What follows belongs to an exercise in optimizing a design on an open flow for small area, a short achievable clock period and few clock cycles per item; a production flow would make more cautious choices.
Only simulation tests tie the RTL to the original design; equivalence was not proved.
Power figures rest on the tool's default switching activity, not on a simulated workload.

==> flow/design.v (outline; a module is shown in full before it is edited, if it fits) <==
// module ssb_resampler: 270 lines
// module hmul: 949 lines
module ssb_resampler (
    input  wire        clk,
    input  wire        rst,
    input  wire        cmd_valid,
    input  wire [1:0]  cmd_op,
    input  wire [31:0] cmd_data,
    output wire        cmd_ready,
    output reg         out_valid,
    output reg  [15:0] out_sample,
    output reg  [20:0] out_step
);
  // ...
==> flow/flow/run.sh <==
#!/bin/bash
# The standard layout (standard.sh), with one change: the port buffers
# that buffer_ports inserts are buf_2 cells instead of the delay buffers
# (clkdlybuf4s50_1) it picks by default, which slowed every output path.
set -euo pipefail
export BUFFER_PORTS_ARGS="-buffer_cell sky130_fd_sc_hd__buf_2"
bash standard.sh > standard_flow.log 2>&1
==> flow/standard.sh <==
#!/bin/bash
# synth_recipe.tcl (not shown) runs the flow's synth.tcl, then flattens the netlist and writes it again
# the make line also repeats each setting of config.mk as NAME=value (left out here)
make -C /OpenROAD-flow-scripts/flow DESIGN_CONFIG=/design/flow/config.mk WORK_HOME=/design/flow/orfs CLKGATE_MAP_FILE= SYNTH_SCRIPT=/design/flow/synth_recipe.tcl "${@:-finish}"
==> flow/config.mk <==
export PLATFORM = sky130hd
export DESIGN_NAME = ssb_resampler
export DESIGN_NICKNAME = ssb_resampler
export VERILOG_FILES = /design/flow/design.v
export SDC_FILE = /design/flow/constraint.sdc
export NUM_CORES = 4
export LEC_CHECK = 0
export CAP_MARGIN = 20
export CORE_MARGIN = 2
export CORE_UTILIZATION = 55
export CTS_CLUSTER_DIAMETER = 100
export CTS_CLUSTER_SIZE = 24
export PLACE_DENSITY = 0.65
export SLEW_MARGIN = 20
==> flow/constraint.sdc <==
create_clock -name core_clock -period 40.0 [get_ports {clk}]
set_input_delay 8.0000 -clock core_clock [delete_from_list [all_inputs] [get_ports {clk}]]
set_output_delay 8.0000 -clock core_clock [all_outputs]
set_load 0.01 [all_outputs]
==> summary.txt, run 1 <==
* Setup TNS after final layout at 0 ns
* Clock network power at roughly 0.0016 W
* Reg-to-reg critical path endpoint: w_r[20]
* Detailed-routed wire length on met2 at between 150000 and 200000 um
* Vias in the first global route at around 83000
* Smallest setup slack after layout at 30.63 ns
* Area added between synthesis and finish at 6.94%
* Main area contributors after synthesis: sky130_fd_sc_hd__edfxtp_1, sky130_fd_sc_hd__fa_1, sky130_fd_sc_hd__mux4_2
* Starting density of the core at between 50% and 60%
* Main flop type after synthesis: sky130_fd_sc_hd__edfxtp_1
* Depth of the worst register-to-register path at 23
* Wire length on met1 at between 100000 and 150000 um
* Number of warning messages in the yosys log at 1
* Endpoints failing hold at 0
* Seq cells post-synth at 2590
* Number of H-tree levels at 4
* Fin util at around three fifths
* Run status: finished clean
* Port Buffer Count at 75
* Number of core rows at roughly 180
* Distinct cells, synth at 111
* Share of the synthesized area in the top cell type at between 40% and 50%
* Final Hold Slack at approximately 0.42 ns
* DRC at 0
* Number of CTS-inserted buffers at 137
* Clk Latency, worst-skew pair at 0.85 ns
* Multi-input gate share of total cell area at between 40% and 50%
* Delay-heaviest family, CP: flip-flops
* Worst setup path start: out_step[8]
* Synth Cell Area at approximately 140000 um2
* Half-perimeter wire length after detailed placement at approximately 230000 um
* Met3 wirelength from detailed routing at about 25000 um
* Nature of the critical path startpoint: flip-flop
* GRT Total Usage at 28.1%
* Post-cts resize count at 0
* Post-DP Area at roughly 140000 um2
* Area occupied by multi-input gates at ~60000 um2
* Worst Path Buf+Inv at 1
* Met3 Use GR at under 10%
* Total Power at roughly 0.012 W
* Top layer reached by signal wires: met5
Testbench counts, summed over its fixed seeds: cycles 18,847, steps 3,200.
==> run 2: changes to the inputs <==
--- a/flow/config.mk
+++ b/flow/config.mk
@@ -7,8 +7,8 @@
 export LEC_CHECK = 0
 export CAP_MARGIN = 20
 export CORE_MARGIN = 2
-export CORE_UTILIZATION = 55
+export CORE_UTILIZATION = 65
 export CTS_CLUSTER_DIAMETER = 100
 export CTS_CLUSTER_SIZE = 24
-export PLACE_DENSITY = 0.65
+export PLACE_DENSITY = 0.74
 export SLEW_MARGIN = 20
==> run 2 against run 1 <==
Against the previous run: sequential cell count stayed put; global-route usage up 5.6 points; register-to-register slack worse by 0.63 ns; total power rose by 0.94%; critical path type unchanged; critical endpoint is now out_step[18]; first-iteration DRC count up 18%; count of clock-buffer cells in the layout down 11; highest routed layer unchanged.
==> summary.txt, run 2 <==
* DR vias at ~83000
* Signal arrival time at the worst endpoint at 1.36 ns
* Highest-count cells in the layout ignoring fill and taps: sky130_fd_sc_hd__edfxtp_1, sky130_fd_sc_hd__inv_1, sky130_fd_sc_hd__fa_1
* Worst path cell trace: buf_2
* Fraction of final layout cells sized beyond drive strength 1 at about an eighth
* Remaining max-slew budget at the tightest pin at between 20% and 30%
* Count of buffers added by post-CTS timing repair for setup at 0
* Seq/Total Area, Yosys at a little over half
* Post-synth top area cell: sky130_fd_sc_hd__edfxtp_1
* Initial antenna violation count at 18
* Cell with the most instances after synthesis: sky130_fd_sc_hd__edfxtp_1
* Setup TNS after final layout at 0 ns (unchanged)
* Half-perimeter wire length after detailed placement at 230000 um (-0.48%)
* Port Buffer Count at 75 (unchanged)
* Slew Limit Fails at 0
* Dominant combinational cell family by area after synthesis: adder cells
* Slowest cell on crit path: sky130_fd_sc_hd__edfxtp_1
* Final standard cell area without fillers at 147000 um2
* Vias in the first global route at 84600 (+1.6%)
* Core region area at 212000 um2
* Category of the most critical setup path: reg -> out
* Initial detailed-routing violation count at around 9600
* Seq cells post-synth at 2590 (unchanged)
* Most common cell after layout, fill and taps aside: sky130_fd_sc_hd__edfxtp_1
* Post-DP Area at 143000 um2 (-0.47%)
* Post-layout minimum cycle time at a little over 9 ns
* Commonest cells in the netlist: sky130_fd_sc_hd__edfxtp_1, sky130_fd_sc_hd__inv_1, sky130_fd_sc_hd__nor2_1
* Clock tree from TritonCTS: built
* Syn Inst Count at between 9000 and 10000
* Area fraction in compound gates after synthesis at approximately 6.0%
* Run status: finished clean
* Setup repair after global routing missed its margin: no
* Total setup violations reported at the end of the flow at 0
* Data required time of the worst path at roughly 32 ns
* Count of maximum capacitance violations at 0
* Delay of the slowest cell on the worst path at 0.38 ns
* Total Nets Final at between 10000 and 15000
* Post-cts resize count at 0 (unchanged)
* Number of core rows at 169 (-8.2%)
* Number of ports placed on the die boundary at 76
* Wire length of the first global-routing pass at 539000 um
* Hold Buf Count CTS at 0
* Peak Freq at around 0.11 GHz
* Worst Tran Pin Value at roughly 1.1 ns
* P per Cell Area at 81.0 nW/um2
* GRT Total Usage at 33.7% (+5.6 points)
* Final antenna-violating net count at 0
* Top fanout value on the critical path at 1
* Distinct cells, synth at 111 (unchanged)
* Nature of the critical path startpoint: flip-flop
* Fin util at 69.5% (+10 points)
* Element type at the critical path end: output port
* Clk Latency, worst-skew pair at 0.86 ns (about the same)
* Maximum vdd ir drop at 0.000248 V
* Xor and xnor area share after synthesis at about 1.9%
* Maximum number of pins on one net before global-route repair at about 140
* Portion of netlist area occupied by mux cells at between 10% and 20%
* Number of H-tree levels at 4 (unchanged)
* DRC at 0 (unchanged)
* Clock net sink count at 2590
* Reg clk slew, reported paths at 0.09 ns
* Global-route congestion overflow total at 0
* Starting density of the core at 65.3% (+10 points)
* Total die area at 217000 um2
* Clock tree root driver cell: sky130_fd_sc_hd__clkbuf_16
* Synth Cell Area at 138000 um2 (unchanged)
* Main area contributors after synthesis: sky130_fd_sc_hd__edfxtp_1, sky130_fd_sc_hd__fa_1, sky130_fd_sc_hd__mux4_2
* Adder-cell area share of the yosys netlist at roughly 17%
* Share of the clock period used by the worst path at between 20% and 30%
* Vias per cell at 6.51
* Worst Clk Skew at 0.0640 ns
* Flip-flop count of the largest register after layout at 2048
* Routed wirelength normalized by instance count at approximately 28 um
* Detailed-route wire length at between 300000 and 400000 um
* Type of the worst min-delay path: reg -> reg
* Number of CTS-inserted buffers at 131 (-4.4%)
* Nets in the synthesized netlist at between 10000 and 15000
* Endpoints failing hold at 0 (unchanged)
* Maximum number of buffers from clock root to sink at 3
* Mean instance size in the synthesized netlist at between 10 and 15 um2
* Final GP Congestion at approximately 0.93
* Leakage power at around 52 nW
* Worst Path Buf+Inv at 1 (unchanged)
* First-pass iteration count of the detailed router at 6
* Area added between synthesis and finish at 6.33%
* Main flop type after synthesis: sky130_fd_sc_hd__edfxtp_1
* Die X-Extent at about 470 um
* Number of warning messages in the yosys log at 1 (unchanged)
* Share of the synthesized area in the top cell type at 46.5% (unchanged)
* Delay-heaviest family, CP: flip-flops
* EDFF count, synth at between 2000 and 2500
* Proportion of register bits with asynchronous set or reset after synthesis at 0%
* Top reg by flops: ring
* Height of the die at 465 um
* Simple-gate share of the synthesized area at approximately 6.3%
## run 2: final cells by class
| type | instances | area [um2] |
|---|---|---|
| tap | 2821 | 3530 |
| fill | 14100 | 64700 |
| antenna | 10 | 25.0 |
| clock inverter | 30 | 536 |
| sequential | 2590 | 73300 |
| inverter | 1145 | 4300 |
| clock buffer | 203 | 3570 |
| multi-input combinational | 5653 | 59700 |
| timing repair buffer | 308 | 2240 |
## run 2: routing by layer
layer / track usage, % / share of wire (%) / vias up / routed length [um]
met3: 5.48 / 9.0 / 848 / 32500
li1: - / - / 35100 / -
met2: 54.9 / 49 / 4550 / 174000
met5: 0 / 0.030 / - / 109
met4: 13.3 / 4.6 / 14 / 16700
met1: 46.0 / 38 / 42600 / 136000
## run 2: worst paths after layout
| kind | endpoint | cells past startpoint | slack, ns | startpoint |
|---|---|---|---|---|
| worst max-delay path | out_step[18] | 1 | 30.64 | out_step[18] |
| worst min-delay path | out_step[14] | 0 | 0.41 | i_step[14] |
| worst max register to register | c2l[19] | 22 | 30.98 | p_lo2[0] |
| worst min register to register | out_step[14] | 0 | 0.41 | i_step[14] |
## run 2: cells by family after synthesis
logic type                 after synthesis
AOI/OAI and AO/OA                     1262
DFF                                   2590
and+or+nand+nor                       1979
buffers and inverters                 1579
adders and majority gates             1377
muxes                                  743
xor gates and xnor gates               292
## run 2: through the flow
stage	power [W]	instances	hold slack [ns]	worst slack, ns
finish	0.0119	12800	0.411	30.64
global route	0.0129	12800	0.418	30.30
CTS	0.0119	12700	0.399	30.58
detailed placement	0.0103	12500	0.405	30.95
global placement	0.0101	12500	0.404	30.93
floorplan	0.00851	9822	0.400	31.22
## run 2: report_power, final
part | internal (W) | leakage, nW | switching, W
logic | 0.00305 | 27.2 | 0.00419
clock network | 0.000657 | 1.94 | 0.000876
registers | 0.00307 | 23.0 | 0.0000817
==> run 3: changes to the inputs <==
--- a/flow/config.mk
+++ b/flow/config.mk
@@ -7,8 +7,8 @@
 export LEC_CHECK = 0
 export CAP_MARGIN = 20
 export CORE_MARGIN = 2
-export CORE_UTILIZATION = 65
+export CORE_UTILIZATION = 72
 export CTS_CLUSTER_DIAMETER = 100
 export CTS_CLUSTER_SIZE = 24
-export PLACE_DENSITY = 0.74
+export PLACE_DENSITY = 0.8
 export SLEW_MARGIN = 20
==> run 3 against run 2 <==
Against the previous run: still clean; sequential cell count is the same; worst setup slack lost 0.0064 ns; synthesized cell count is the same; global-route usage grew 8.8 points; fmax is essentially flat.
==> summary.txt, run 3 <==
* Run status: finished clean
* Maximum number of buffers from clock root to sink at 3 (unchanged)
* Min-Delay Startpoint: i_step[17]
* Synth Cell Area at 138000 um2 (unchanged)
* Peak Freq at 0.107 GHz (about the same)
* Number of core rows at 160 (-5.3%)
* Data required time of the worst path at 32.00 ns (about the same)
* EDFF count, synth at 2143 (unchanged)
* GRT Total Usage at 42.4% (+8.8 points)
* Signal arrival time at the worst endpoint at 1.36 ns (about the same)
* Most common cell after layout, fill and taps aside: sky130_fd_sc_hd__edfxtp_1
* Total setup violations reported at the end of the flow at 0 (unchanged)
* Mean instance size in the synthesized netlist at 14.1 um2 (unchanged)
* Setup repair after global routing missed its margin: no
* Port Buffer Count at 75 (unchanged)
* Depth of the worst register-to-register path at 26 (+18%)
* P per Cell Area at 81.6 nW/um2 (+0.77%)
* Cell with the most instances after synthesis: sky130_fd_sc_hd__edfxtp_1
* Delay-heaviest family, CP: flip-flops
* Setup TNS after final layout at 0 ns (unchanged)
* Detailed-route wire length at 410000 um (+14%)
* Main area contributors after synthesis: sky130_fd_sc_hd__edfxtp_1, sky130_fd_sc_hd__fa_1, sky130_fd_sc_hd__mux4_2
* Number of ports placed on the die boundary at 76 (unchanged)
* Remaining max-slew budget at the tightest pin at 12.8% (-12 points)
* Total Nets Final at 11200 (-0.053%)
* Routed wirelength normalized by instance count at 32.9 um (+17%)
* Flip-flop count of the largest register after layout at 2048 (unchanged)
* Syn Inst Count at 9822 (unchanged)
* Worst Tran Pin Value at 1.31 ns (+0.191 ns)
* Vias per cell at 7.11 (+9.1%)
* Type of the worst min-delay path: reg -> reg
* Post-synth top area cell: sky130_fd_sc_hd__edfxtp_1
* Maximum number of pins on one net before global-route repair at 231 (+63%)
* Number of CTS-inserted buffers at 133 (+1.5%)
* Distinct cells, synth at 111 (unchanged)
* Fraction of final layout cells sized beyond drive strength 1 at 12.9% (-0.11 points)
* Clk Latency, worst-skew pair at 0.85 ns (about the same)
* Number of warning messages in the yosys log at 1 (unchanged)
* Maximum vdd ir drop at 0.000265 V (+6.9%)
* Element type at the critical path end: output port
* Reg clk slew, reported paths at 0.10 ns (about the same)
* Hold depth at 0 (unchanged)
* Share of the clock period used by the worst path at 23.4% (about the same)
* Seq/Total Area, Yosys at 52.9% (unchanged)
* Seq cells post-synth at 2590 (unchanged)
* Half-perimeter wire length after detailed placement at 244000 um (+5.8%)
* Height of the die at 442 um (-4.9%)
* Worst Path Buf+Inv at 1 (unchanged)
* Global-route congestion overflow total at 0 (unchanged)
* Initial antenna violation count at 23 (+5)
* Endpoints failing hold at 0 (unchanged)
* Reg-to-reg critical path endpoint: w_l[20]
* Leakage power at 52.1 nW (about the same)
* Origin of the critical flop-to-flop path: i_s1
* Post-cts resize count at 0 (unchanged)
* Count of buffers added by post-CTS timing repair for setup at 0 (unchanged)
* Hold Buf Count CTS at 0 (unchanged)
* Clock tree from TritonCTS: built
* Initial detailed-routing violation count at 12700 (+32%)
* DR vias at 88600 (+6.5%)
* Worst Clk Skew at 0.0613 ns (-0.00265 ns)
* Commonest cells in the netlist: sky130_fd_sc_hd__edfxtp_1, sky130_fd_sc_hd__inv_1, sky130_fd_sc_hd__nor2_1
* Highest-count cells in the layout ignoring fill and taps: sky130_fd_sc_hd__edfxtp_1, sky130_fd_sc_hd__inv_1, sky130_fd_sc_hd__fa_1
* Reg2Reg Setup Slack at 31.17 ns (+0.19 ns)
* Post-layout minimum cycle time at 9.36 ns (+0.00640 ns)
* Clock tree root driver cell: sky130_fd_sc_hd__clkbuf_16
* Destination of the worst hold path: out_step[17]
* Clock net sink count at 2590 (unchanged)
* Top reg by flops: ring
* Delay of the slowest cell on the worst path at 0.38 ns (about the same)
* Starting density of the core at 72.6% (+7.3 points)
* Area added between synthesis and finish at 6.06%
* Count of maximum capacitance violations at 0 (unchanged)
* DRC at 0 (unchanged)
* Final antenna-violating net count at 0 (unchanged)
* Nature of the critical path startpoint: flip-flop
* Top fanout value on the critical path at 1 (unchanged)
* Slew Limit Fails at 0 (unchanged)
* Share of the synthesized area in the top cell type at 46.5% (unchanged)
* Nets in the synthesized netlist at 11200 (unchanged)
* Wire length of the first global-routing pass at 603000 um (+12%)
* Category of the most critical setup path: reg -> out
* Total die area at 196000 um2 (-9.6%)
* Main flop type after synthesis: sky130_fd_sc_hd__edfxtp_1
* Critical path depth in cells at 1 (unchanged)
* Number of H-tree levels at 4 (unchanged)
* Slowest cell on crit path: sky130_fd_sc_hd__edfxtp_1
* Worst path cell trace: buf_2
* Core region area at 191000 um2 (-10%)
* Final GP Congestion at 0.953 (+2.2%)
* Proportion of register bits with asynchronous set or reset after synthesis at 0% (unchanged)
* Die X-Extent at 442 um (-4.9%)
* Final Hold Slack at 0.425 ns (+0.0136 ns)
* First-pass iteration count of the detailed router at 10 (+4)
* Vias in the first global route at 89900 (+6.2%)
## run 3: cell count changes in the layout (fill, tap and decap cells not counted), sizes merged
| cell | change |
|---|---|
| clkbuf | +14 |
| diode | +10 |
| buf | -9 |
| clkinv | -4 |
| bufinv | -2 |
| inv | +2 |
## run 3: cells by family (layout without fill, tap and decap cells)
kind of cell / after synthesis / in the layout / share of synthesized area, %
compound gates: 1262 / 1262 / 5.97
xor+xnor: 292 / 292 / 1.89
fa+ha+maj: 1377 / 1377 / 17.1
buf+inv: 1579 / 1687 / 4.32
flops: 2590 / 2590 / 52.9
mux: 743 / 743 / 11.5
other cells: 0 / 20 / 0
simple gates: 1979 / 1979 / 6.28
## run 3: final cells by class
| type | instances | area (um2) |
|---|---|---|
| clock inverters | 26 | 433 |
| multi-input cells | 5653 | 59700 |
| repair buffers | 300 | 2170 |
| fillers | 10300 | 43800 |
| inverters | 1145 | 4300 |
| diodes | 20 | 50.0 |
| clock buffers | 216 | 3710 |
| well taps | 2511 | 3140 |
| flip-flops and latches | 2590 | 73300 |
## run 3: per-layer routing
metal | share of wire [%] | up-vias | routed length (um) | GRT usage [%]
met5 | 0.020 | - | 83 | 0
met4 | 7.3 | 12 | 30100 | 24.6
met3 | 12 | 1728 | 48000 | 9.98
met2 | 48 | 7164 | 195000 | 67.6
met1 | 33 | 44500 | 136000 | 54.1
li1 | - | 35200 | - | -
## run 3: how the worst max path moves through the flow
stage	to	slack (ns)	from
2_1_floorplan	rdy	31.22	cmd_valid
3_3_place_gp	rdy	30.91	cmd_valid
3_5_place_dp	rdy	30.95	cmd_valid
4_1_cts	out_step[1]	30.60	out_step[1]
5_1_grt	out_step[1]	30.57	out_step[1]
6_report	out_step[1]	30.64	out_step[1]
## run 3: worst reg2reg max path, delay by kind of cell, from the launching register on
family                   cells  cell delay, ns
AO/OA/AOI/OAI                9            2.32
flip-flops                   1            0.58
XOR/XNOR                     1            0.13
buffers and inverters        6            1.77
multiplexers                 1            0.30
AND/OR/NAND/NOR              2            0.19
adder cells (fa/ha/maj)      7            3.51
## run 3: stage by stage
stage | std cells | worst slack, ns | total power, W | util (%) | instance area (um2)
6_report | 12500 | 30.64 | 0.0120 | 77.0 | 147000
2_1_floorplan | 9822 | 31.22 | 0.00851 | - | 138000
3_5_place_dp | 12200 | 30.95 | 0.0102 | 74.8 | 143000
4_1_cts | 12400 | 30.60 | 0.0119 | 77.0 | 147000
5_1_grt | 12400 | 30.57 | 0.0129 | 77.0 | 147000
3_3_place_gp | 12200 | 30.91 | 0.0101 | 74.8 | 143000
## run 3: where the power goes
part / switching, W / internal, W
clock network: 0.000934 / 0.000668
registers: 0.0000816 / 0.00307
logic: 0.00421 / 0.00302
==> module ssb_resampler, before the edit <==
module ssb_resampler (
    input  wire        clk,
    input  wire        rst,
    input  wire        cmd_valid,
    input  wire [1:0]  cmd_op,
    input  wire [31:0] cmd_data,
    output wire        cmd_ready,
    output reg         out_valid,
    output reg  [15:0] out_sample,
    output reg  [20:0] out_step
);
    localparam [1:0] OP_NOP = 2'd0, OP_PUSH = 2'd1, OP_STEP = 2'd2, OP_SETRATE = 2'd3;
    reg        rst_q;           
    reg        rdy;
    reg        q_v;
    reg [1:0]  q_op;
    reg [31:0] q_data;
    assign cmd_ready = rdy;
    reg [5:0]    widx, ridx;
    reg [2047:0] ring;
    reg [20:0]   dq;            
    reg [6:0]    rem;
    reg [3:0]    div_cnt;
    reg [28:0]   acc;
    reg [15:0]   phase;
    reg [15:0]   corr_r;        
    reg          f_last;        
    reg [31:0]   hist0, hist1, hist2, hist3;
    reg [18:0]   c3l, c3r;      
    reg [19:0]   c2l, c2r;
    reg        p_v;
    reg [2:0]  p_cnt;
    reg [5:0]  p_addr;
    reg [1:0]  p_lo0, p_lo1, p_lo2, p_lo3;    
    reg [1:0]  p_inc;
    reg        p_bc;            
    reg        i_s1, i_s2, i_s3;    
    reg [15:0] i_t;
    reg [20:0] i_step;
    reg [16:0] i_c1l, i_c1r;
    reg [16:0] i_s0;            
    reg [20:0] w_l, w_r;        
    reg        c_pend;
    wire [20:0] base     = dq;
    wire        div_busy = (div_cnt != 4'd0);
    wire [5:0] fill   = widx - ridx;
    wire       i_free = !(i_s1 || i_s2);
    wire       xfer   = p_v && (p_cnt <= 3'd1) && i_free;    
    wire       p_free = !p_v || xfer;
    wire       p_rd   = p_v && (p_cnt != 3'd0);
    wire is_push = (q_op == OP_PUSH);
    wire is_step = (q_op == OP_STEP);
    wire is_rate = (q_op == OP_SETRATE);
    wire stall = (is_push && p_rd && (fill >= 6'd60)) ||
                 (is_step && (div_busy || !p_free || f_last)) ||
                 (is_rate && div_busy);
    wire exec    = q_v && !stall;
    wire do_push = exec && is_push;
    wire do_step = exec && is_step;
    wire do_rate = exec && is_rate;
    wire q_free  = !q_v || exec;
    wire div_busy_n = (div_cnt > 4'd1) || do_rate;
    wire step_ok_n  = !div_busy_n && !do_step &&
                      (!p_v || xfer || ((p_cnt <= 3'd2) && !i_s1));
    wire push_ok_n  = !((do_step || (p_v && (p_cnt >= 3'd2))) && (fill >= 6'd59));
    wire rate_ok_n  = !div_busy_n;
    wire take       = rdy && cmd_valid;
    wire [1:0] op_n = take ? cmd_op : q_op;
    wire held_n     = take || !q_free;
    wire ok_n       = (op_n == OP_PUSH) ? push_ok_n :
                      (op_n == OP_STEP) ? step_ok_n :
                      (op_n == OP_SETRATE) ? rate_ok_n : 1'b1;
    wire rdy_n      = !held_n || ok_n;
    wire [17:0] rate_c = (q_data < 32'd8000)   ? 18'd8000 :
                         (q_data > 32'd192000) ? 18'd192000 : q_data[17:0];
    wire [9:0]  dx = {rem, dq[20:18]};
    wire [2:0]  dg = (dx >= 10'd875) ? 3'd7 : (dx >= 10'd750) ? 3'd6 :
                     (dx >= 10'd625) ? 3'd5 : (dx >= 10'd500) ? 3'd4 :
                     (dx >= 10'd375) ? 3'd3 : (dx >= 10'd250) ? 3'd2 :
                     (dx >= 10'd125) ? 3'd1 : 3'd0;
    wire [9:0]  dr = dx - dg * 10'd125;
    wire push_ok = do_push && (fill != 6'd63);      
    wire [28:0]  corr_x  = {{13{corr_r[15]}}, corr_r};
    wire [28:0]  acc_new = acc - {8'd0, acc[28:8]} + {8'd0, base} + corr_x;
    wire [29:0]  sum4    = {6'd0, phase, 8'd0} + {1'b0, acc} - {9'd0, acc[28:8]} + {9'd0, base} + {corr_x[28], corr_x};
    wire [5:0]   npop    = sum4[29:24];
    wire         big     = (npop > 6'd4);
    wire         n_le_f  = (npop <= fill);
    wire [2:0]   rpop    = big ? 3'd4 : npop[2:0];
    wire         bcast   = ({1'b0, npop} >= {1'b0, fill} + 7'd3);
    wire         k0      = (npop == 6'd0) || (fill == 6'd0);
    wire [5:0]   ridx_m1 = ridx - 6'd1;
    wire [5:0]   widx_m1 = widx - 6'd1;
    wire [5:0]   ridx_m4 = ridx - 6'd4;
    wire [5:0]   ridx_np = ridx + npop;
    wire [5:0]   ridx_s  = ridx_m4 + npop;
    wire [5:0]   a0      = k0 ? ridx_m1 : bcast ? widx_m1 : big ? ridx_s : ridx;
    wire [5:0]   ridx_k  = n_le_f ? ridx_np : widx;
    wire [5:0]   f_m1    = fill - 6'd1;
    wire [5:0]   f_m1s   = fill + 6'd3 - npop;
    wire [1:0]   inc0    = (k0 || bcast) ? 2'd0 :
                           n_le_f ? (big ? 2'd3 : npop[1:0] - 2'd1) :
                           (big ? f_m1s[1:0] : f_m1[1:0]);
    wire [5:0]   fill_n  = push_ok ? (fill + 6'd1) : fill;    
    wire [22:0]  m1 = {2'b00, base};
    wire [22:0]  m2 = {1'b0, base, 1'b0};
    wire [22:0]  m3 = m1 + m2;
    wire [22:0]  m1d = m1 - 23'd1;
    wire [22:0]  m2d = m2 - 23'd1;
    wire [22:0]  m3d = m3 - 23'd1;
    wire [13:0]  lim = base[20:7];
    wire [15:0]  corr_n =
        (fill_n >= 6'd36) ? {2'b00, lim} :
        (fill_n <= 6'd28) ? ~{2'b00, lim} + 16'd1 :
        (fill_n == 6'd35) ? {2'b00, m3[22:9]} :
        (fill_n == 6'd34) ? {2'b00, m2[22:9]} :
        (fill_n == 6'd33) ? {2'b00, m1[22:9]} :
        (fill_n == 6'd32) ? 16'd0 :
        (fill_n == 6'd31) ? ~{2'b00, m1d[22:9]} :
        (fill_n == 6'd30) ? ~{2'b00, m2d[22:9]} : ~{2'b00, m3d[22:9]};
    wire [31:0] rd;
    assign rd[7:0]   = ring[{p_addr[5:2], p_lo0, 5'd0} +: 8];
    assign rd[15:8]  = ring[{p_addr[5:2], p_lo1, 5'd8} +: 8];
    assign rd[23:16] = ring[{p_addr[5:2], p_lo2, 5'd16} +: 8];
    assign rd[31:24] = ring[{p_addr[5:2], p_lo3, 5'd24} +: 8];
    wire [15:0] b0l = {~hist0[31], hist0[30:16]}, b0r = {~hist0[15], hist0[14:0]};
    wire [15:0] b1l = {~hist1[31], hist1[30:16]}, b1r = {~hist1[15], hist1[14:0]};
    wire [15:0] b2l = {~hist2[31], hist2[30:16]}, b2r = {~hist2[15], hist2[14:0]};
    wire [15:0] b3l = {~hist3[31], hist3[30:16]}, b3r = {~hist3[15], hist3[14:0]};
    wire [15:0] bdl = {~rd[31], rd[30:16]},       bdr = {~rd[15], rd[14:0]};
    wire [18:0] n3l = 19'd3 * ({3'd0, b2l} - {3'd0, b3l}) + {3'd0, bdl} - {3'd0, b1l};
    wire [18:0] n3r = 19'd3 * ({3'd0, b2r} - {3'd0, b3r}) + {3'd0, bdr} - {3'd0, b1r};
    wire [19:0] n2l = 20'd2 * {4'd0, b1l} - 20'd5 * {4'd0, b2l} + 20'd4 * {4'd0, b3l} - {4'd0, bdl};
    wire [19:0] n2r = 20'd2 * {4'd0, b1r} - 20'd5 * {4'd0, b2r} + 20'd4 * {4'd0, b3r} - {4'd0, bdr};
    wire signed [20:0] ma_l = i_s1 ? $signed(c3l) : $signed(w_l);
    wire signed [20:0] ma_r = i_s1 ? $signed(c3r) : $signed(w_r);
    wire signed [20:0] ad_l = i_s1 ? $signed(c2l) : i_s2 ? $signed(i_c1l) : 21'sd0;
    wire signed [20:0] ad_r = i_s1 ? $signed(c2r) : i_s2 ? $signed(i_c1r) : 21'sd0;
    wire [20:0] y_l, y_r;
    hmul u_mul_l (.a(ma_l), .t(i_t), .ad(ad_l), .y(y_l));
    hmul u_mul_r (.a(ma_r), .t(i_t), .ad(ad_r), .y(y_r));
    wire signed [21:0] mono_s = $signed(w_l) + $signed(w_r) + $signed({i_s0, 1'b0});
    wire signed [19:0] mono   = mono_s[21:2];
    wire [15:0] sample = (mono > 20'sd32767)  ? 16'h7fff :
                         (mono < -20'sd32768) ? 16'h8000 : mono[15:0];
    integer j;
    always @(posedge clk) begin
        for (j = 0; j < 64; j = j + 1)
            if (push_ok && widx == j)
                ring[j*32 +: 32] <= q_data;
        if (rst_q)
            ring[63*32 +: 32] <= 32'd0;
    end
    always @(posedge clk) begin
        if (q_free)
            q_data <= cmd_data;
        corr_r <= corr_n;
        if (xfer) begin
            i_t    <= phase;
            i_step <= acc[28:8];
        end
        i_c1l <= {1'b0, b2l} - {1'b0, b0l};
        i_c1r <= {1'b0, b2r} - {1'b0, b0r};
        if (i_s1)
            i_s0 <= $signed(hist1[31:16]) + $signed(hist1[15:0]);
        w_l <= y_l;
        w_r <= y_r;
        if (i_s3)
            out_step <= i_step;
        out_sample <= sample;       
        rst_q <= rst;
        if (rst) begin
            rdy       <= 1'b0;
            q_v       <= 1'b0;
            out_valid <= 1'b0;
        end else if (rst_q) begin
            rdy       <= 1'b1;
            q_v       <= 1'b0;
            out_valid <= 1'b0;
        end else begin
            rdy <= rdy_n;
            if (take)
                q_v <= 1'b1;
            else if (exec)
                q_v <= 1'b0;
            out_valid <= c_pend;
        end
        if (take)
            q_op <= cmd_op;
        if (rst_q) begin
            widx      <= 6'd0;
            ridx      <= 6'd0;
            dq        <= 21'd393216;
            rem       <= 7'd0;
            div_cnt   <= 4'd0;
            acc       <= 29'h0600_0000;
            phase     <= 16'd0;
            f_last    <= 1'b0;
            hist0     <= 32'd0;
            hist1     <= 32'd0;
            hist2     <= 32'd0;
            hist3     <= 32'd0;
            c3l       <= 19'd0;
            c3r       <= 19'd0;
            c2l       <= 20'd0;
            c2r       <= 20'd0;
            p_v       <= 1'b0;
            i_s1      <= 1'b0;
            i_s2      <= 1'b0;
            i_s3      <= 1'b0;
            c_pend    <= 1'b0;
        end else begin
            if (push_ok)
                widx <= widx + 6'd1;
            if (do_rate) begin
                rem     <= rate_c[17:11];
                dq      <= {rate_c[10:0], 10'd0};
                div_cnt <= 4'd8;
            end else if (div_busy) begin
                if (div_cnt != 4'd1) begin
                    rem <= dr[6:0];
                    dq  <= {dq[17:0], dg};
                end
                div_cnt <= div_cnt - 4'd1;
            end
            if (p_rd) begin
                hist0 <= p_bc ? rd : hist1;
                hist1 <= p_bc ? rd : hist2;
                hist2 <= p_bc ? rd : hist3;
                hist3 <= rd;
                c3l   <= p_bc ? 19'd0 : n3l;
                c3r   <= p_bc ? 19'd0 : n3r;
                c2l   <= p_bc ? 20'd0 : n2l;
                c2r   <= p_bc ? 20'd0 : n2r;
            end
            if (p_rd) begin
                p_cnt <= p_cnt - 3'd1;
                if (p_inc != 2'd0) begin
                    p_addr <= p_addr + 6'd1;
                    p_lo0  <= p_lo0 + 2'd1;
                    p_lo1  <= p_lo1 + 2'd1;
                    p_lo2  <= p_lo2 + 2'd1;
                    p_lo3  <= p_lo3 + 2'd1;
                    p_inc  <= p_inc - 2'd1;
                end
            end
            f_last <= do_step;
            if (do_step) begin
                acc    <= acc_new;
                phase  <= sum4[23:8];
                ridx   <= ridx_k;
                p_v    <= 1'b1;
                p_cnt  <= bcast ? 3'd1 : rpop;
                p_bc   <= bcast;
                p_addr <= a0;
                p_lo0  <= a0[1:0];
                p_lo1  <= a0[1:0];
                p_lo2  <= a0[1:0];
                p_lo3  <= a0[1:0];
                p_inc  <= inc0;
            end else if (xfer) begin
                p_v <= 1'b0;
            end
            i_s1      <= xfer;
            i_s2      <= i_s1;
            i_s3      <= i_s2;
            c_pend    <= i_s3;
        end
    end
endmodule
==> run 4: changes to the inputs <==
--- a/flow/design.v
+++ b/flow/design.v
@@ -79,6 +79,7 @@
                      (dx >= 10'd375) ? 3'd3 : (dx >= 10'd250) ? 3'd2 :
                      (dx >= 10'd125) ? 3'd1 : 3'd0;
     wire [9:0]  dr = dx - dg * 10'd125;
+    wire [20:0] base_c = (div_cnt == 4'd1) ? {dq[17:0], dg} : dq;
     wire push_ok = do_push && (fill != 6'd63);      
     wire [28:0]  corr_x  = {{13{corr_r[15]}}, corr_r};
     wire [28:0]  acc_new = acc - {8'd0, acc[28:8]} + {8'd0, base} + corr_x;
@@ -102,13 +103,13 @@
                            n_le_f ? (big ? 2'd3 : npop[1:0] - 2'd1) :
                            (big ? f_m1s[1:0] : f_m1[1:0]);
     wire [5:0]   fill_n  = push_ok ? (fill + 6'd1) : fill;    
-    wire [22:0]  m1 = {2'b00, base};
-    wire [22:0]  m2 = {1'b0, base, 1'b0};
+    wire [22:0]  m1 = {2'b00, base_c};
+    wire [22:0]  m2 = {1'b0, base_c, 1'b0};
     wire [22:0]  m3 = m1 + m2;
     wire [22:0]  m1d = m1 - 23'd1;
     wire [22:0]  m2d = m2 - 23'd1;
     wire [22:0]  m3d = m3 - 23'd1;
-    wire [13:0]  lim = base[20:7];
+    wire [13:0]  lim = base_c[20:7];
     wire [15:0]  corr_n =
         (fill_n >= 6'd36) ? {2'b00, lim} :
         (fill_n <= 6'd28) ? ~{2'b00, lim} + 16'd1 :
@@ -215,12 +216,10 @@
             if (do_rate) begin
                 rem     <= rate_c[17:11];
                 dq      <= {rate_c[10:0], 10'd0};
-                div_cnt <= 4'd8;
+                div_cnt <= 4'd7;
             end else if (div_busy) begin
-                if (div_cnt != 4'd1) begin
-                    rem <= dr[6:0];
-                    dq  <= {dq[17:0], dg};
-                end
+                rem     <= dr[6:0];
+                dq      <= {dq[17:0], dg};
                 div_cnt <= div_cnt - 4'd1;
             end
             if (p_rd) begin
--- a/flow/config.mk
+++ b/flow/config.mk
@@ -7,8 +7,8 @@
 export LEC_CHECK = 0
 export CAP_MARGIN = 20
 export CORE_MARGIN = 2
-export CORE_UTILIZATION = 72
+export CORE_UTILIZATION = 65
 export CTS_CLUSTER_DIAMETER = 100
 export CTS_CLUSTER_SIZE = 24
-export PLACE_DENSITY = 0.8
+export PLACE_DENSITY = 0.74
 export SLEW_MARGIN = 20
==> run 4 against run 3 <==
Against the previous run: area after synthesis barely moved; via count fell by 5.3%; cell count rose by 2.5%; sequential share of layout area barely moved; utilization fell by 7.7 points; largest cell class unchanged.
==> summary.txt, run 4 <==
* Delay of the slowest cell on the worst path at 0.37 ns (about the same)
* Most common cell after layout, fill and taps aside: sky130_fd_sc_hd__edfxtp_1
* Peak Freq at 0.107 GHz (+0.34%)
* Top reg by flops: ring
* Slew Limit Fails at 0 (unchanged)
* Seq/Total Area, Yosys at 53.0% (about the same)
* Clock tree root driver cell: sky130_fd_sc_hd__clkbuf_16
* Distinct cells, synth at 92 (-17%)
* Total Nets Final at 11300 (+0.24%)
* Mean instance size in the synthesized netlist at 14.0 um2 (-0.43%)
* Final GP Congestion at 0.943 (-1.0%)
* Port Buffer Count at 75 (unchanged)
* Endpoints failing hold at 0 (unchanged)
* Type of the worst min-delay path: reg -> reg
* Hold Buf Count CTS at 0 (unchanged)
* Half-perimeter wire length after detailed placement at 229000 um (-6.0%)
* Maximum vdd ir drop at 0.000107 V (-60%)
* Main flop type after synthesis: sky130_fd_sc_hd__edfxtp_1
* Initial detailed-routing violation count at 9917 (-22%)
* Core region area at 212000 um2 (+11%)
* Slowest cell on crit path: sky130_fd_sc_hd__edfxtp_1
* Setup TNS after final layout at 0 ns (unchanged)
* Number of H-tree levels at 4 (unchanged)
* Top fanout value on the critical path at 1 (unchanged)
* Run status: finished clean
* Category of the most critical setup path: reg -> out
* Worst Clk Skew at 0.0423 ns (-0.0190 ns)
* Detailed-route wire length at 361000 um (-12%)
* Number of ports placed on the die boundary at 76 (unchanged)
* Routed wirelength normalized by instance count at 28.3 um (-14%)
* Share of the synthesized area in the top cell type at 46.5% (about the same)
* Final antenna-violating net count at 0 (unchanged)
* Number of CTS-inserted buffers at 131 (-1.5%)
* Number of core rows at 169 (+5.6%)
* Worst Path Buf+Inv at 1 (unchanged)
* Wire length of the first global-routing pass at 544000 um (-9.8%)
* Vias per cell at 6.56 (-7.6%)
* Signal arrival time at the worst endpoint at 1.33 ns (-0.03 ns)
* Cell with the most instances after synthesis: sky130_fd_sc_hd__edfxtp_1
* Worst Tran Pin Value at 1.15 ns (-0.154 ns)
* Initial antenna violation count at 13 (-43%)
* Maximum number of pins on one net before global-route repair at 130 (-44%)
* Clk Latency, worst-skew pair at 0.84 ns (about the same)
* GRT Total Usage at 33.9% (-8.5 points)
* Total die area at 216000 um2 (+11%)
* Remaining max-slew budget at the tightest pin at 21.5% (+8.7 points)
* Vias in the first global route at 85400 (-5.0%)
* Delay-heaviest family, CP: flip-flops
* EDFF count, synth at 2143 (unchanged)
* Number of warning messages in the yosys log at 1 (unchanged)
* Post-synth top area cell: sky130_fd_sc_hd__edfxtp_1
* Final std cells w/o fill at 12800 (+2.5%)
* Data required time of the worst path at 32.00 ns (about the same)
* P per Cell Area at 68.3 nW/um2 (-16%)
* Nature of the critical path startpoint: flip-flop
* Global-route congestion overflow total at 0 (unchanged)
* Starting density of the core at 65.3% (-7.4 points)
* Count of maximum capacitance violations at 0 (unchanged)
* Maximum number of buffers from clock root to sink at 3 (unchanged)
* Main area contributors after synthesis: sky130_fd_sc_hd__edfxtp_1, sky130_fd_sc_hd__fa_1, sky130_fd_sc_hd__mux4_2
* Reg clk slew, reported paths at 0.09 ns (about the same)
* Syn Inst Count at 9855 (+0.34%)
* DR vias at 83800 (-5.3%)
* Nets in the synthesized netlist at 11300 (+0.28%)
* Die X-Extent at 465 um (+5.2%)
* Clock tree from TritonCTS: built
* Placed instance count at 12500 (+2.8%)
* Commonest cells in the netlist: sky130_fd_sc_hd__edfxtp_1, sky130_fd_sc_hd__inv_1, sky130_fd_sc_hd__nor2_1
* Proportion of register bits with asynchronous set or reset after synthesis at 0% (unchanged)
* Post-cts resize count at 0 (unchanged)
* Element type at the critical path end: output port
* Setup repair after global routing missed its margin: no
* Flip-flop count of the largest register after layout at 2048 (unchanged)
* Fraction of final layout cells sized beyond drive strength 1 at 12.7% (-0.18 points)
* Share of the clock period used by the worst path at 23.3% (-0.080 points)
* First-pass iteration count of the detailed router at 6 (-4)
* Seq cells post-synth at 2590 (unchanged)
* Area added between synthesis and finish at 6.26%
* Synth Cell Area at 138000 um2 (about the same)
* Highest-count cells in the layout ignoring fill and taps: sky130_fd_sc_hd__edfxtp_1, sky130_fd_sc_hd__inv_1, sky130_fd_sc_hd__nor2_1
* Count of buffers added by post-CTS timing repair for setup at 0 (unchanged)
* DRC at 0 (unchanged)
* Clock net sink count at 2590 (unchanged)
* Height of the die at 465 um (+5.2%)
* Total setup violations reported at the end of the flow at 0 (unchanged)
* Fin util at 69.4% (-7.7 points)
* Post-layout minimum cycle time at 9.33 ns (-0.0320 ns)
* Leakage power at 52.0 nW (-0.33%)
* Worst path cell trace: buf_2
[run 4: per-layer routing]
metal | global-route usage [%] | routed length, um
met1 | 46.4 | 135000
met2 | 55.9 | 177000
met3 | 5.17 | 32700
met4 | 12.7 | 15700
met5 | 0 | 101
[run 4: final cells by class]
cell class | count | area, um2
Sequential cell | 2590 | 73300
Fill cell | 14100 | 64900
Multi-Input combinational cell | 5714 | 59700
Inverter | 1112 | 4180
Clock buffer | 202 | 3590
Tap cell | 2821 | 3530
Timing Repair Buffer | 302 | 2150
Clock inverter | 28 | 498
Antenna cell | 5 | 12.5
[run 4: worst register-to-register path, stage by stage, from the launching register on]
cell and delay (ns):
sky130_fd_sc_hd__dfxtp_4 0.60, sky130_fd_sc_hd__buf_4 0.60, sky130_fd_sc_hd__mux2i_2 0.60, sky130_fd_sc_hd__buf_4 0.30, sky130_fd_sc_hd__nor2_1 0.08, sky130_fd_sc_hd__fa_1 0.47
sky130_fd_sc_hd__fa_1 0.55, sky130_fd_sc_hd__inv_1 0.05, sky130_fd_sc_hd__fa_1 0.48, sky130_fd_sc_hd__fa_1 0.57, sky130_fd_sc_hd__fa_1 0.45, sky130_fd_sc_hd__fa_1 0.53
sky130_fd_sc_hd__inv_1 0.04, sky130_fd_sc_hd__ha_1 0.32, sky130_fd_sc_hd__nand2_1 0.13, sky130_fd_sc_hd__o221ai_1 0.16, sky130_fd_sc_hd__o41ai_1 0.38, sky130_fd_sc_hd__o21ai_0 0.18
sky130_fd_sc_hd__a211oi_2 0.59, sky130_fd_sc_hd__a211oi_1 0.29, sky130_fd_sc_hd__nor2_1 0.21, sky130_fd_sc_hd__o21ai_1 0.15, sky130_fd_sc_hd__a2111oi_1 0.53, sky130_fd_sc_hd__o31ai_1 0.16
sky130_fd_sc_hd__xnor2_1 0.14
[run 4: logic make-up (layout without fill, tap and decap cells)]
kind of cell,Yosys count,count (layout),synth area share [%]
muxes,739,739,11.4
DFF,2590,2590,53.0
and+or+nand+nor,2023,2023,6.41
xor gates and xnor gates,285,285,1.80
adders and majority gates,1373,1373,17.1
buffers and inverters,1551,1644,4.24
other,0,5,0
AOI/OAI and AO/OA,1294,1294,5.99
[run 4: power by group]
group,switching (W),internal [W],leakage (nW)
registers,0.0000748,0.00305,23.0
clock network,0.000873,0.000664,1.93
logic,0.00315,0.00223,27.0
total,0.00410,0.00594,52.0
[run 4: through the flow]
stage	worst slack, ns	area [um2]	hold slack [ns]	power, W
after floorplan	30.73	138000	0.400	0.00714
after global placement	30.28	143000	0.400	0.00834
after detailed placement	30.50	143000	0.405	0.00847
after CTS	30.58	147000	0.426	0.0100
after global routing	30.59	147000	0.435	0.0108
final	30.67	147000	0.424	0.0100
[run 4: worst paths after layout]
path                                  start           end  slack (ns)  cells after the start
worst max-delay path            out_step[5]   out_step[5]       30.67                      1
worst min-delay path             i_step[19]  out_step[19]        0.42                      0
worst max register to register         i_s1       w_r[20]       31.33                     24
worst min register to register   i_step[19]  out_step[19]        0.42                      0
Testbench counts of run 4, summed over its fixed seeds: cycles 18,815, steps 3,200.
==> run 5: changes to the inputs <==
--- a/flow/design.v
+++ b/flow/design.v
@@ -37,9 +37,10 @@
     reg        i_s1, i_s2, i_s3;    
     reg [15:0] i_t;
     reg [20:0] i_step;
-    reg [16:0] i_c1l, i_c1r;
     reg [16:0] i_s0;            
     reg [20:0] w_l, w_r;        
+    reg [20:0] a_l, a_r;        
+    reg [20:0] y_l, y_r;        
     reg        c_pend;
     wire [20:0] base     = dq;
     wire        div_busy = (div_cnt != 4'd0);
@@ -79,7 +80,6 @@
                      (dx >= 10'd375) ? 3'd3 : (dx >= 10'd250) ? 3'd2 :
                      (dx >= 10'd125) ? 3'd1 : 3'd0;
     wire [9:0]  dr = dx - dg * 10'd125;
-    wire [20:0] base_c = (div_cnt == 4'd1) ? {dq[17:0], dg} : dq;
     wire push_ok = do_push && (fill != 6'd63);      
     wire [28:0]  corr_x  = {{13{corr_r[15]}}, corr_r};
     wire [28:0]  acc_new = acc - {8'd0, acc[28:8]} + {8'd0, base} + corr_x;
@@ -103,13 +103,13 @@
                            n_le_f ? (big ? 2'd3 : npop[1:0] - 2'd1) :
                            (big ? f_m1s[1:0] : f_m1[1:0]);
     wire [5:0]   fill_n  = push_ok ? (fill + 6'd1) : fill;    
-    wire [22:0]  m1 = {2'b00, base_c};
-    wire [22:0]  m2 = {1'b0, base_c, 1'b0};
+    wire [22:0]  m1 = {2'b00, base};
+    wire [22:0]  m2 = {1'b0, base, 1'b0};
     wire [22:0]  m3 = m1 + m2;
     wire [22:0]  m1d = m1 - 23'd1;
     wire [22:0]  m2d = m2 - 23'd1;
     wire [22:0]  m3d = m3 - 23'd1;
-    wire [13:0]  lim = base_c[20:7];
+    wire [13:0]  lim = base[20:7];
     wire [15:0]  corr_n =
         (fill_n >= 6'd36) ? {2'b00, lim} :
         (fill_n <= 6'd28) ? ~{2'b00, lim} + 16'd1 :
@@ -133,14 +133,16 @@
     wire [18:0] n3r = 19'd3 * ({3'd0, b2r} - {3'd0, b3r}) + {3'd0, bdr} - {3'd0, b1r};
     wire [19:0] n2l = 20'd2 * {4'd0, b1l} - 20'd5 * {4'd0, b2l} + 20'd4 * {4'd0, b3l} - {4'd0, bdl};
     wire [19:0] n2r = 20'd2 * {4'd0, b1r} - 20'd5 * {4'd0, b2r} + 20'd4 * {4'd0, b3r} - {4'd0, bdr};
-    wire signed [20:0] ma_l = i_s1 ? $signed(c3l) : $signed(w_l);
-    wire signed [20:0] ma_r = i_s1 ? $signed(c3r) : $signed(w_r);
-    wire signed [20:0] ad_l = i_s1 ? $signed(c2l) : i_s2 ? $signed(i_c1l) : 21'sd0;
-    wire signed [20:0] ad_r = i_s1 ? $signed(c2r) : i_s2 ? $signed(i_c1r) : 21'sd0;
-    wire [20:0] y_l, y_r;
-    hmul u_mul_l (.a(ma_l), .t(i_t), .ad(ad_l), .y(y_l));
-    hmul u_mul_r (.a(ma_r), .t(i_t), .ad(ad_r), .y(y_r));
-    wire signed [21:0] mono_s = $signed(w_l) + $signed(w_r) + $signed({i_s0, 1'b0});
+    wire [18:0] c3l_d = p_rd ? (p_bc ? 19'd0 : n3l) : c3l;
+    wire [18:0] c3r_d = p_rd ? (p_bc ? 19'd0 : n3r) : c3r;
+    wire [19:0] c2l_d = p_rd ? (p_bc ? 20'd0 : n2l) : c2l;
+    wire [19:0] c2r_d = p_rd ? (p_bc ? 20'd0 : n2r) : c2r;
+    wire [16:0] c1l   = {1'b0, b2l} - {1'b0, b0l};
+    wire [16:0] c1r   = {1'b0, b2r} - {1'b0, b0r};
+    wire [20:0] m_l, m_r;
+    hmul u_mul_l (.a(w_l), .t(i_t), .ad(a_l), .y(m_l));
+    hmul u_mul_r (.a(w_r), .t(i_t), .ad(a_r), .y(m_r));
+    wire signed [21:0] mono_s = $signed(y_l) + $signed(y_r) + $signed({i_s0, 1'b0});
     wire signed [19:0] mono   = mono_s[21:2];
     wire [15:0] sample = (mono > 20'sd32767)  ? 16'h7fff :
                          (mono < -20'sd32768) ? 16'h8000 : mono[15:0];
@@ -160,12 +162,14 @@
             i_t    <= phase;
             i_step <= acc[28:8];
         end
-        i_c1l <= {1'b0, b2l} - {1'b0, b0l};
-        i_c1r <= {1'b0, b2r} - {1'b0, b0r};
+        w_l <= xfer ? {{2{c3l_d[18]}}, c3l_d} : m_l;
+        w_r <= xfer ? {{2{c3r_d[18]}}, c3r_d} : m_r;
+        a_l <= xfer ? {c2l_d[19], c2l_d} : i_s1 ? {{4{c1l[16]}}, c1l} : 21'd0;
+        a_r <= xfer ? {c2r_d[19], c2r_d} : i_s1 ? {{4{c1r[16]}}, c1r} : 21'd0;
+        y_l <= m_l;
+        y_r <= m_r;
         if (i_s1)
             i_s0 <= $signed(hist1[31:16]) + $signed(hist1[15:0]);
-        w_l <= y_l;
-        w_r <= y_r;
         if (i_s3)
             out_step <= i_step;
         out_sample <= sample;       
@@ -216,10 +220,12 @@
             if (do_rate) begin
                 rem     <= rate_c[17:11];
                 dq      <= {rate_c[10:0], 10'd0};
-                div_cnt <= 4'd7;
+                div_cnt <= 4'd8;
             end else if (div_busy) begin
-                rem     <= dr[6:0];
-                dq      <= {dq[17:0], dg};
+                if (div_cnt != 4'd1) begin
+                    rem <= dr[6:0];
+                    dq  <= {dq[17:0], dg};
+                end
                 div_cnt <= div_cnt - 4'd1;
             end
             if (p_rd) begin
--- a/flow/config.mk
+++ b/flow/config.mk
@@ -7,8 +7,8 @@
 export LEC_CHECK = 0
 export CAP_MARGIN = 20
 export CORE_MARGIN = 2
-export CORE_UTILIZATION = 65
+export CORE_UTILIZATION = 55
 export CTS_CLUSTER_DIAMETER = 100
 export CTS_CLUSTER_SIZE = 24
-export PLACE_DENSITY = 0.74
+export PLACE_DENSITY = 0.65
 export SLEW_MARGIN = 20
==> run 5 against run 4 <==
Against the previous run: critical endpoint is now out_valid; global-route usage is 6.0 points lower; still clean; utilization is 10 points lower; via count is 1.9% lower; fmax is 1.3% lower; cell area is 2.3% higher; area after synthesis is 2.0% higher; total power is 16% higher; register-to-register slack better by 0.04 ns; critical path type unchanged.
==> summary.txt, run 5 <==
* Final GP Congestion at 0.899 (-4.6%)
* Worst Clk Skew at 0.0448 ns (+0.00252 ns)
* Height of the die at 510 um (+9.7%)
* Worst Tran Pin Value at 1.09 ns (-0.0688 ns)
* Commonest cells in the netlist: sky130_fd_sc_hd__edfxtp_1, sky130_fd_sc_hd__inv_1, sky130_fd_sc_hd__fa_1
* Leakage power at 53.1 nW (+2.2%)
* Type of the worst min-delay path: reg -> reg
* Flip-flop count of the largest register after layout at 2048 (unchanged)
* Post-layout minimum cycle time at 9.45 ns (+0.120 ns)
* Vias per cell at 6.13 (-6.5%)
* Starting density of the core at 55.4% (-9.9 points)
* Data required time of the worst path at 32.00 ns (about the same)
* Core region area at 255000 um2 (+20%)
* Fin util at 59.0% (-10 points)
* Maximum vdd ir drop at 0.000191 V (+79%)
* Initial detailed-routing violation count at 8508 (-14%)
* Final Hold Slack at 0.442 ns (+0.0180 ns)
* Endpoints failing hold at 0 (unchanged)
* Total Power at 0.0117 W (+16%)
* Synth Cell Area at 141000 um2 (+2.0%)
* Signal arrival time at the worst endpoint at 1.45 ns (+0.12 ns)
* Count of maximum capacitance violations at 0 (unchanged)
* Number of H-tree levels at 4 (unchanged)
* Setup TNS after final layout at 0 ns (unchanged)
* Post-synth top area cell: sky130_fd_sc_hd__edfxtp_1
* Port Buffer Count at 75 (unchanged)
* Element type at the critical path end: output port
* Hold Buf Count CTS at 0 (unchanged)
* Delay of the slowest cell on the worst path at 0.38 ns (about the same)
* Total setup violations reported at the end of the flow at 0 (unchanged)
* Top fanout value on the critical path at 1 (unchanged)
* Final std cells w/o fill at 13400 (+5.0%)
* Main area contributors after synthesis: sky130_fd_sc_hd__edfxtp_1, sky130_fd_sc_hd__fa_1, sky130_fd_sc_hd__mux4_2
* Clock tree root driver cell: sky130_fd_sc_hd__clkbuf_16
* Fillers at 19600 (+39%)
* Cell with the most instances after synthesis: sky130_fd_sc_hd__edfxtp_1
* Slowest cell on crit path: sky130_fd_sc_hd__dfxtp_1
* Maximum number of pins on one net before global-route repair at 130 (unchanged)
* Share of the synthesized area in the top cell type at 45.6% (-0.92 points)
* Peak Freq at 0.106 GHz (-1.3%)
* Placed instance count at 13200 (+5.1%)
* Total die area at 261000 um2 (+20%)
* EDFF count, synth at 2143 (unchanged)
* Final antenna-violating net count at 0 (unchanged)
* P per Cell Area at 77.6 nW/um2 (+14%)
* Routed wirelength normalized by instance count at 26.9 um (-4.9%)
* Worst Path Buf+Inv at 1 (unchanged)
* Fraction of final layout cells sized beyond drive strength 1 at 12.9% (+0.20 points)
* First-pass iteration count of the detailed router at 5 (-1)
* Wire length of the first global-routing pass at 540000 um (-0.68%)
* GRT Total Usage at 27.9% (-6.0 points)
* Die X-Extent at 510 um (+9.7%)
* Seq/Total Area, Yosys at 52.6% (-0.36 points)
* Number of CTS-inserted buffers at 137 (+4.6%)
* Proportion of register bits with asynchronous set or reset after synthesis at 0% (unchanged)
* Clock tree from TritonCTS: built
* Count of buffers added by post-CTS timing repair for setup at 0 (unchanged)
* Initial antenna violation count at 6 (-7)
* Slew Limit Fails at 0 (unchanged)
* Number of core rows at 185 (+9.5%)
* Main flop type after synthesis: sky130_fd_sc_hd__edfxtp_1
* Post-cts resize count at 0 (unchanged)
* Maximum number of buffers from clock root to sink at 3 (unchanged)
* Half-perimeter wire length after detailed placement at 232000 um (+1.4%)
* Clock net sink count at 2638 (+1.9%)
* Number of ports placed on the die boundary at 76 (unchanged)
* Syn Inst Count at 9995 (+1.4%)
* Top reg by flops: ring
* Mean instance size in the synthesized netlist at 14.1 um2 (+0.58%)
* DR vias at 82300 (-1.9%)
* Nets in the synthesized netlist at 11400 (+1.2%)
* Total Nets Final at 11400 (+0.90%)
* Vias in the first global route at 83500 (-2.2%)
* Remaining max-slew budget at the tightest pin at 27.6% (+6.1 points)
* Delay-heaviest family, CP: flip-flops
* Share of the clock period used by the worst path at 23.6% (+0.30 points)
* Seq cells post-synth at 2638 (+1.9%)
* Clk Latency, worst-skew pair at 0.84 ns (about the same)
* Run status: finished clean
* Nature of the critical path startpoint: flip-flop
* Distinct cells, synth at 127 (+38%)
* Area added between synthesis and finish at 6.56%
* Reg clk slew, reported paths at 0.10 ns (about the same)
* Most common cell after layout, fill and taps aside: sky130_fd_sc_hd__edfxtp_1
* Highest-count cells in the layout ignoring fill and taps: sky130_fd_sc_hd__edfxtp_1, sky130_fd_sc_hd__inv_1, sky130_fd_sc_hd__fa_1
* DRC at 0 (unchanged)
* Number of warning messages in the yosys log at 1 (unchanged)
* Detailed-route wire length at 361000 um (-0.14%)
* Setup repair after global routing missed its margin: no
* Category of the most critical setup path: reg -> out
* Global-route congestion overflow total at 0 (unchanged)
* Worst path cell trace: buf_2
-- run 5: changes by cell type after synthesis, sizes merged, moves of 28 or more --
cell | before | now
a21o | 79 | 110
a22o | 41 | 5
and2 | 61 | 529
dfxtp | 447 | 495
inv | 1108 | 1136
mux2i | 58 | 17
nand2 | 499 | 612
nor2 | 973 | 439
nor2b | 87 | 53
nor3 | 88 | 128
-- run 5: kinds of logic (layout without fill, tap and decap cells) --
family                     count (synthesis)  in the layout  synth area share (%)
AOI/OAI and AO/OA                       1306           1306                  6.16
other                                      0              3                     0
muxes                                    695            695                  10.9
buffers and inverters                   1592           1635                  4.30
adders and majority gates               1373           1373                  16.8
xor gates and xnor gates                 289            289                  1.82
and+or+nand+nor                         2102           2102                  7.42
DFF                                     2638           2638                  52.6
-- run 5: metrics by stage --
stage | setup slack, ns | cell area [um2]
global route | 30.48 | 150000
CTS | 30.47 | 150000
detailed placement | 30.72 | 146000
floorplan | 31.05 | 141000
finish | 30.55 | 150000
global placement | 30.66 | 146000
-- run 5: per-layer routing --
layer	GRT usage, %	part of all wire [%]	up-vias
li1	-	-	35700
met1	39.8	42	43100
met2	46.4	49	3000
met3	3.26	6.7	453
met4	6.46	2.4	0
met5	0	0	-
-- run 5: final cells by class --
type	count	area [um2]	share of cell area, %
inverters	1139	4280	2.85
flip-flops and latches	2638	74300	49.4
multi-input cells	5765	61300	40.8
clock buffers	190	3680	2.45
diodes	3	7.51	0.00499
repair buffers	271	1960	1.30
well taps	3366	4210	2.80
clock inverters	35	618	0.411
-- run 5: final timing paths --
kind	start	endpoint	slack, ns	depth (start not counted)
setup / recovery	out_valid	out_valid	30.55	1
hold / removal	phase[15]	i_t[15]	0.44	0
setup reg to reg	p_lo2[1]	a_l[15]	31.37	19
hold reg to reg	phase[15]	i_t[15]	0.44	0
-- run 5: power breakdown --
| part | leakage [nW] | switching, W | internal [W] | total, W |
|---|---|---|---|---|
| logic | 27.7 | 0.00403 | 0.00271 | 0.00674 |
| registers | 23.4 | 0.000155 | 0.00317 | 0.00333 |
| clock network | 2.04 | 0.000915 | 0.000682 | 0.00160 |
Testbench counts of run 5, summed over its fixed seeds: cycles 18,847, steps 3,200.

-- separate check: timing with driven ports --
How much do the figures lean on ideal ports? The routed layouts below were timed once more, with nothing changed but the port constraints. Step 1 (the two cells are an assumption about what drives the block):
set clk [get_ports {clk}]
set_driving_cell -lib_cell sky130_fd_sc_hd__clkbuf_16 $clk
set_driving_cell -lib_cell sky130_fd_sc_hd__buf_2 [delete_from_list [all_inputs] $clk]
Step 2 moves the port delays by t, midway between the first and last clock arrival at a register: inputs arrive t later, outputs are due t later. That takes back most of the time a late clock gives input paths. a / b / c = ideal / step 1 / step 2; a / b = the first two.
run	shift t [ns]	slack for setup (ns)	clock arrival spread, ns	slew at the worst register clock pin (ns)
run 1	0.915	30.634 / 30.545 / 30.810	0.054 / 0.054	0.10 / 0.10
run 2	0.920	30.643 / 30.553 / 30.956	0.068 / 0.069	0.10 / 0.10
run 3	0.926	30.637 / 30.537 / 30.921	0.084 / 0.084	0.11 / 0.11
run 4	0.923	30.669 / 30.567 / 30.461	0.045 / 0.045	0.10 / 0.10
run 5	0.921	30.548 / 30.445 / 30.726	0.049 / 0.049	0.11 / 0.11
After both steps setup and hold are still met in every run listed. The setup slack of run 4, which loses most, moves by -0.102 ns with the drivers and by -0.208 ns with both steps.
